Source: an optimization exercise on an open RTL-to-GDS flow (aim: small area, a short achievable clock period and few clock cycles). Production flows keep margins and buffers that such runs may drop. Function was checked by simulation only, so behaviour that the tests miss may differ from the original.

==> constraint.sdc <==
create_clock -name core_clock -period 12.0 [get_ports {clk}]
set_input_delay 2.4000 -clock core_clock [delete_from_list [all_inputs] [get_ports {clk}]]
set_output_delay 2.4000 -clock core_clock [all_outputs]
set_load 0.01 [all_outputs]
==> design.v <==
module bayer_conv #(
    parameter MAXW = 64
) (
    input  wire        clk,
    input  wire        rst,
    input  wire        start,
    input  wire [15:0] cfg_fmt,
    input  wire [6:0]  cfg_width,
    input  wire [15:0] cfg_height,
    input  wire [31:0] cfg_gain_r,
    input  wire [31:0] cfg_gain_g,
    input  wire [31:0] cfg_gain_b,
    output wire        busy,
    input  wire        s_valid,
    input  wire [9:0]  s_data,
    output wire        s_ready,
    output reg         m_valid,
    input  wire        m_ready,
    output reg  [23:0] m_rgb888,
    output reg  [15:0] m_rgb565
);
    localparam S_IDLE = 2'd0;
    localparam S_RUN  = 2'd1;    
    localparam S_TAIL = 2'd2;    
    localparam S_DONE = 2'd3;    
    reg [1:0]  state;
    reg [7:0]  fmt_cols;         
    reg        depth10;
    reg [6:0]  width;
    reg [15:0] height;
    reg [31:0] gain_r, gain_g, gain_b;
    reg [6:0]  in_x;             
    reg [15:0] in_y;             
    reg [7:0]  tail_cnt;         
    reg [22:0] out_cnt;          
    wire advance  = !m_valid || m_ready;
    wire take     = (state == S_RUN) && s_valid && advance;
    wire last_in  = (in_x == width - 7'd1) && (in_y == height - 16'd1);
    wire tail_go  = (state == S_TAIL) && advance;
    assign s_ready = (state == S_RUN) && advance;
    assign busy    = (state != S_IDLE);
    reg [9:0] lb0 [0:MAXW-1];
    reg [9:0] lb1 [0:MAXW-1];
    wire [9:0] up2 = lb0[in_x[5:0]];
    wire [9:0] up1 = lb1[in_x[5:0]];
    always @(posedge clk) begin
        if (take) begin
            lb0[in_x[5:0]] <= up1;
            lb1[in_x[5:0]] <= s_data;
        end
    end
    reg [9:0] w00, w01, w02;
    reg [9:0] w10, w11, w12;
    reg [9:0] w20, w21, w22;
    always @(posedge clk) begin
        if (take) begin
            w00 <= w01;  w01 <= w02;  w02 <= up2;
            w10 <= w11;  w11 <= w12;  w12 <= up1;
            w20 <= w21;  w21 <= w22;  w22 <= s_data;
        end
    end
    reg        tok_valid;
    reg        tok_interior;
    reg [1:0]  tok_colour;
    reg [7:0]  lead_cnt;         
    wire [1:0] ctr_q = {~in_y[0], ~in_x[0]};    
    wire [1:0] ctr_colour = fmt_cols[ctr_q*2 +: 2];
    always @(posedge clk) begin
        if (rst) begin
            state     <= S_IDLE;
            tok_valid <= 1'b0;
            m_valid   <= 1'b0;
        end else begin
            case (state)
                S_IDLE: begin
                    if (start) begin
                        fmt_cols <= cfg_fmt[11:4];
                        depth10  <= (cfg_fmt[3:0] == 4'd9);
                        width    <= cfg_width;
                        height   <= cfg_height;
                        gain_r   <= cfg_gain_r;
                        gain_g   <= cfg_gain_g;
                        gain_b   <= cfg_gain_b;
                        in_x     <= 7'd0;
                        in_y     <= 16'd0;
                        lead_cnt <= {1'b0, cfg_width} + 8'd1;
                        tail_cnt <= {1'b0, cfg_width} + 8'd1;
                        out_cnt  <= cfg_width * cfg_height;
                        state    <= S_RUN;
                    end
                end
                S_RUN: begin
                    if (take) begin
                        if (in_x == width - 7'd1) begin
                            in_x <= 7'd0;
                            in_y <= in_y + 16'd1;
                        end else begin
                            in_x <= in_x + 7'd1;
                        end
                        if (last_in)
                            state <= S_TAIL;
                    end
                end
                S_TAIL: begin
                    if (advance) begin
                        if (tail_cnt == lead_cnt + 8'd1)
                            state <= S_DONE;
                        tail_cnt <= tail_cnt - 8'd1;
                    end
                end
                S_DONE: begin
                    if (m_valid && m_ready && out_cnt == 23'd1)
                        state <= S_IDLE;
                end
            endcase
            if (advance) begin
                if (take && lead_cnt == 8'd0) begin
                    tok_valid    <= 1'b1;
                    tok_interior <= (in_x >= 7'd2) && (in_y >= 16'd2);
                    tok_colour   <= ctr_colour;
                end else if (tail_go && tail_cnt != lead_cnt) begin
                    tok_valid    <= 1'b1;
                    tok_interior <= 1'b0;
                end else begin
                    tok_valid    <= 1'b0;
                end
                if (take && lead_cnt != 8'd0)
                    lead_cnt <= lead_cnt - 8'd1;
            end
            if (advance) begin
                m_valid <= tok_valid;
                if (tok_valid) begin
                    m_rgb888 <= {r8, g8, b8};
                    m_rgb565 <= {r5, g6, b5};
                end
            end
            if (m_valid && m_ready)
                out_cnt <= out_cnt - 23'd1;
        end
    end
    wire [11:0] orth = w01 + w10 + w12 + w21;
    wire [11:0] diag = w00 + w02 + w20 + w22;
    wire [10:0] hor  = w10 + w12;
    wire [10:0] ver  = w01 + w21;
    reg [9:0] raw_r, raw_g, raw_b;
    always @(*) begin
        case (tok_colour)
            2'd0:    begin raw_r = w11;        raw_g = orth[11:2]; raw_b = diag[11:2]; end
            2'd3:    begin raw_r = diag[11:2]; raw_g = orth[11:2]; raw_b = w11;        end
            2'd1:    begin raw_r = hor[10:1];  raw_g = w11;        raw_b = ver[10:1];  end
            default: begin raw_r = ver[10:1];  raw_g = w11;        raw_b = hor[10:1];  end
        endcase
        if (!tok_interior) begin
            raw_r = 10'd0;
            raw_g = 10'd0;
            raw_b = 10'd0;
        end
    end
    wire [41:0] prod_r = raw_r * gain_r;
    wire [41:0] prod_g = raw_g * gain_g;
    wire [41:0] prod_b = raw_b * gain_b;
    wire [41:0] sr8 = depth10 ? (prod_r >> 18) : (prod_r >> 16);
    wire [41:0] sg8 = depth10 ? (prod_g >> 18) : (prod_g >> 16);
    wire [41:0] sb8 = depth10 ? (prod_b >> 18) : (prod_b >> 16);
    wire [41:0] sr5 = depth10 ? (prod_r >> 21) : (prod_r >> 19);
    wire [41:0] sg6 = depth10 ? (prod_g >> 20) : (prod_g >> 18);
    wire [41:0] sb5 = depth10 ? (prod_b >> 21) : (prod_b >> 19);
    wire [7:0] r8 = (sr8 > 42'd255) ? 8'd255 : sr8[7:0];
    wire [7:0] g8 = (sg8 > 42'd255) ? 8'd255 : sg8[7:0];
    wire [7:0] b8 = (sb8 > 42'd255) ? 8'd255 : sb8[7:0];
    wire [4:0] r5 = (sr5 > 42'd31)  ? 5'd31  : sr5[4:0];
    wire [5:0] g6 = (sg6 > 42'd63)  ? 6'd63  : sg6[5:0];
    wire [4:0] b5 = (sb5 > 42'd31)  ? 5'd31  : sb5[4:0];
endmodule
==> config.mk <==
export PLATFORM = sky130hd
export DESIGN_NAME = bayer_conv
export DESIGN_NICKNAME = bayer_conv
export VERILOG_FILES = /design/flow/design.v
export SDC_FILE = /design/flow/constraint.sdc
export NUM_CORES = 4
export LEC_CHECK = 0
export CAP_MARGIN = 20
export CORE_MARGIN = 2
export CORE_UTILIZATION = 40
export SLEW_MARGIN = 20
==> run.sh <==
#!/bin/bash
# synth_recipe.tcl (not shown) runs the flow's synth.tcl, then flattens the netlist and writes it again
# the make line also repeats each setting of config.mk as NAME=value (left out here)
make -C /OpenROAD-flow-scripts/flow DESIGN_CONFIG=/design/flow/config.mk WORK_HOME=/design/flow/orfs CLKGATE_MAP_FILE= SYNTH_SCRIPT=/design/flow/synth_recipe.tcl finish
==> impl_results.md <==
- CTS tree: yes
- DRC: 0
- Initial DRC Count: 4939
- WL met3: 15450 um
- Commonest cells after routing, fill and taps aside: edfxtp_1, inv_1, fa_1
- Cells after Synth: 7475
- DR WL/cell: 22.83 um
- Critical path class: reg -> reg
- CTS clk-pin slew, worst paths: 0.06 ns
- Avg Vias per Cell: 5.485
- Worst Hold End: w01[4]$_DFFE_PP_
- Mapped cell area: 97340 sq um
- Syn avg cell area: 13.02 sq um
- Endpoint class of the critical path: register
- Pre-antenna DRT Iters: 6
- Sequential Area: 48350 sq um
- Endpoints failing setup: 0
- Area Overhead vs Synth: 11.71%
- CP max stage cell: and3_1
- Seq/Total Area, Yosys: 49.66%
- Die W: 497.3 um
- Yosys cell types: 88
- Initial Util: 40.13%
- RR Startpoint: w02[2]$_DFFE_PP_
- Clock buffer depth: 3
- Hold Fails Final Rpt: 0
- Largest net degree at the start of global routing: 121
- Slew @ Worst Pin: 1.098 ns
- Arrival time at the worst endpoint: 11.52 ns
- Crit path time final: 11.04 ns
- Root Driver: clkbuf_16
- Pins Over Slew Limit: 0
- Leading cell type in the layout, fill and taps excluded: edfxtp_1
- Die area: 247300 sq um
- First-pass GRT wire length: 385200 um
- I/O Pins: 193
- RSZ-0062 raised after global routing: false
- DRT Wirelength: 249100 um
- Hold crit path type: reg -> reg
- Via count: 59860
- Core Rows: 181
- Total negative slack: 0 ns
- PortBufs: 188
- Worst hold stages: 0
- Flops & latches, synth: 1613
- Synth async-reset ratio: 0%
- Setup Skew: 0.06229 ns
- Total global routing overflow: 0
- DRT antenna net count: 0
- Main synth FF type: edfxtp_1
- Dpl hpwl: 164000 um
- Synth warn: 1
- Clk Latency, worst-skew pair: 0.84 ns
- Placed insts: 10600
- Post-CTS setup buffers: 0
- Top routing layer in use: met5
- Met2 Routed Length: 122600 um
- Fill cells: 21570
- Syn nets: 8768
- Worst path most repeated cell: fa_1
- Slew HR: 26.78%
- Reg2Reg Depth: 38
- Final Non-Filler Cells: 10910
- Status: finished clean
- Total track usage: 20.21%
- H-tree Lvls: 4
- M1 wire length: 104400 um
- R2R Path End: m_rgb565[11]$_SDFFCE_PN1P_
- Worst Hold Launch: w02[4]$_DFFE_PP_
- Area of the multi-input gates: 44330 sq um
- CP max stage delay: 0.74 ns
- Via count of the first global-routing pass: 63640
- Register-to-Register Setup Slack: 0.96 ns
- Worst path required time: 12.48 ns
- Die Y: 497.3 um
- Post-synth EDFFs: 1603
- CTS Hold Bufs: 0
- Clk sinks: 1613
- Max FO, Critical Path: 20
- Final Wtd Congestion: 0.8778
- Max Cap Viol: 0
- Layout cell share with drive strength beyond 1: 9.420%
- CTS Buf Count: 170
- CTS resizes: 0
- Antenna violations before repair: 6
- Period utilization: 92.03%
- Core area: 242500 sq um
- Maximum clock frequency: 0.09055 GHz
- Worst Setup Start Kind: register
- Nets: 8860
## logic make-up after synthesis
logic type / Yosys count / share of synthesized area, %
AND/OR/NAND/NOR: 1915 / 9.872
flip-flops: 1613 / 49.66
buffers and inverters: 1376 / 5.332
adder cells (fa/ha/maj): 1143 / 21.03
AO/OA/AOI/OAI: 992 / 7.131
multiplexers: 247 / 5.275
XOR/XNOR: 189 / 1.701
## metrics by stage
stage | hold slack, ns | area [sq um] | setup WS [ns] | utilization [%]
after global routing | 0.4505 | 108700 | 0.2670 | 44.83
after global placement | 0.4352 | 103200 | 1.162 | 42.53
after detailed placement | 0.4318 | 103200 | 0.9802 | 42.54
after floorplan | 0.4264 | 97340 | 2.640 | -
after CTS | 0.4461 | 108700 | 0.9441 | 44.82
final | 0.4451 | 108700 | 0.9567 | 44.83
## registers in the layout (all words and copies together) (netlist names), 10 cells and up, named ones only
| name | count |
|---|---|
| gain_b | 32 |
| w12 | 10 |
| height | 16 |
| w10 | 10 |
| m_rgb888 | 24 |
| in_y | 16 |
| w11 | 10 |
| lb0 | 640 |
| out_cnt | 23 |
| w20 | 10 |
| lb1 | 640 |
| gain_g | 32 |
| w02 | 10 |
| w01 | 10 |
| w21 | 10 |
| w00 | 10 |
| m_rgb565 | 16 |
| w22 | 10 |
| gain_r | 32 |
## cells in the mapped netlist, types with 29 or more instances
cell type  instances  area [sq um]
buf_1            111         416.7
nor2b_1           29         181.4
nand2_1          725          2721
a21oi_1          184         920.9
a22o_1            59         516.8
fa_1             822         16460
edfxtp_1        1603         48140
a221oi_1          83         727.0
a21o_1            69         518.0
nor3_1            48         240.2
ha_1             321          4016
nand4_1           59         369.1
nand3_1           85         425.4
inv_1            978          3671
nor2_1           232         870.8
mux4_2           212          4775
a31oi_1           54         337.8
o21ai_0          115         575.6
xnor2_1          123          1077
a211oi_1          32         240.2
xor2_1            66         578.1
and2_1           424          2653
clkbuf_1         276          1036
nand2b_1          29         181.4
a22oi_1          191          1434
and3_1           158         988.5
## layer usage
layer	global-route usage [%]	up-vias
li1	-	26430
met1	26.99	31040
met2	34.41	2000
met3	2.799	387
met4	5.780	2
met5	0	-
## how the worst max path moves through the flow
stage                startpoint                         end  depth (start not counted)
2_1_floorplan  w02[1]$_DFFE_PP_  m_rgb565[11]$_SDFFCE_PN1P_                         39
4_1_cts        w01[1]$_DFFE_PP_  m_rgb888[15]$_SDFFCE_PN1P_                         37
3_3_place_gp   w02[2]$_DFFE_PP_  m_rgb888[19]$_SDFFCE_PN1P_                         38
6_report       w02[2]$_DFFE_PP_  m_rgb565[11]$_SDFFCE_PN1P_                         38
5_1_grt        w02[2]$_DFFE_PP_  m_rgb565[11]$_SDFFCE_PN1P_                         38
3_5_place_dp   w01[1]$_DFFE_PP_   m_rgb565[8]$_SDFFCE_PN1P_                         37
## cell type report
type                            instances  share of cell area [%]
Sequential cell                      1613                   44.46
Multi-Input combinational cell       4486                   40.77
Clock buffer                          209                   4.047
Tap cell                             3202                   3.684
Inverter                              979                   3.382
Timing Repair Buffer                  317                   2.610
Clock inverter                        103                   1.037
Antenna cell                            4                0.009205
## worst max-delay path: cells and delay by family (launching register included)
family,cells,cell delay (ns)
xor gates and xnor gates,1,0.32
DFF,1,0.38
muxes,1,0.19
and+or+nand+nor,6,1.62
buffers and inverters,7,0.66
AOI/OAI and AO/OA,14,3.66
adders and majority gates,9,3.81
Testbench counts, summed over its fixed seeds: cycles 44,304.

[afterwards: timing with drivers on the ports]
In the flow no input, the clock included, has a driving cell. The finished layout below was timed again as built, in two steps.
Step 1 sets driving cells, clkbuf_16 on the clock port and buf_2 on the other inputs (assumed; they add their load-dependent delay and slew).
Step 2 times the ports against the registers' clock, not the clock port: input delays grow and output delays shrink by t, the midpoint of the rising clock arrivals with the driver on.
Slacks: no drivers / after step 1 / after step 2; pairs: no drivers / after step 1.
t (ns): 0.896
setup WS [ns]: 0.957 / 0.957 / 0.957
worst setup path at the end: register to register
clock arrival spread, ns: 0.067 / 0.068
After both steps setup and hold are still met in this run. The setup slack of this run moves by 0.000 ns with the drivers and by 0.000 ns with both steps.
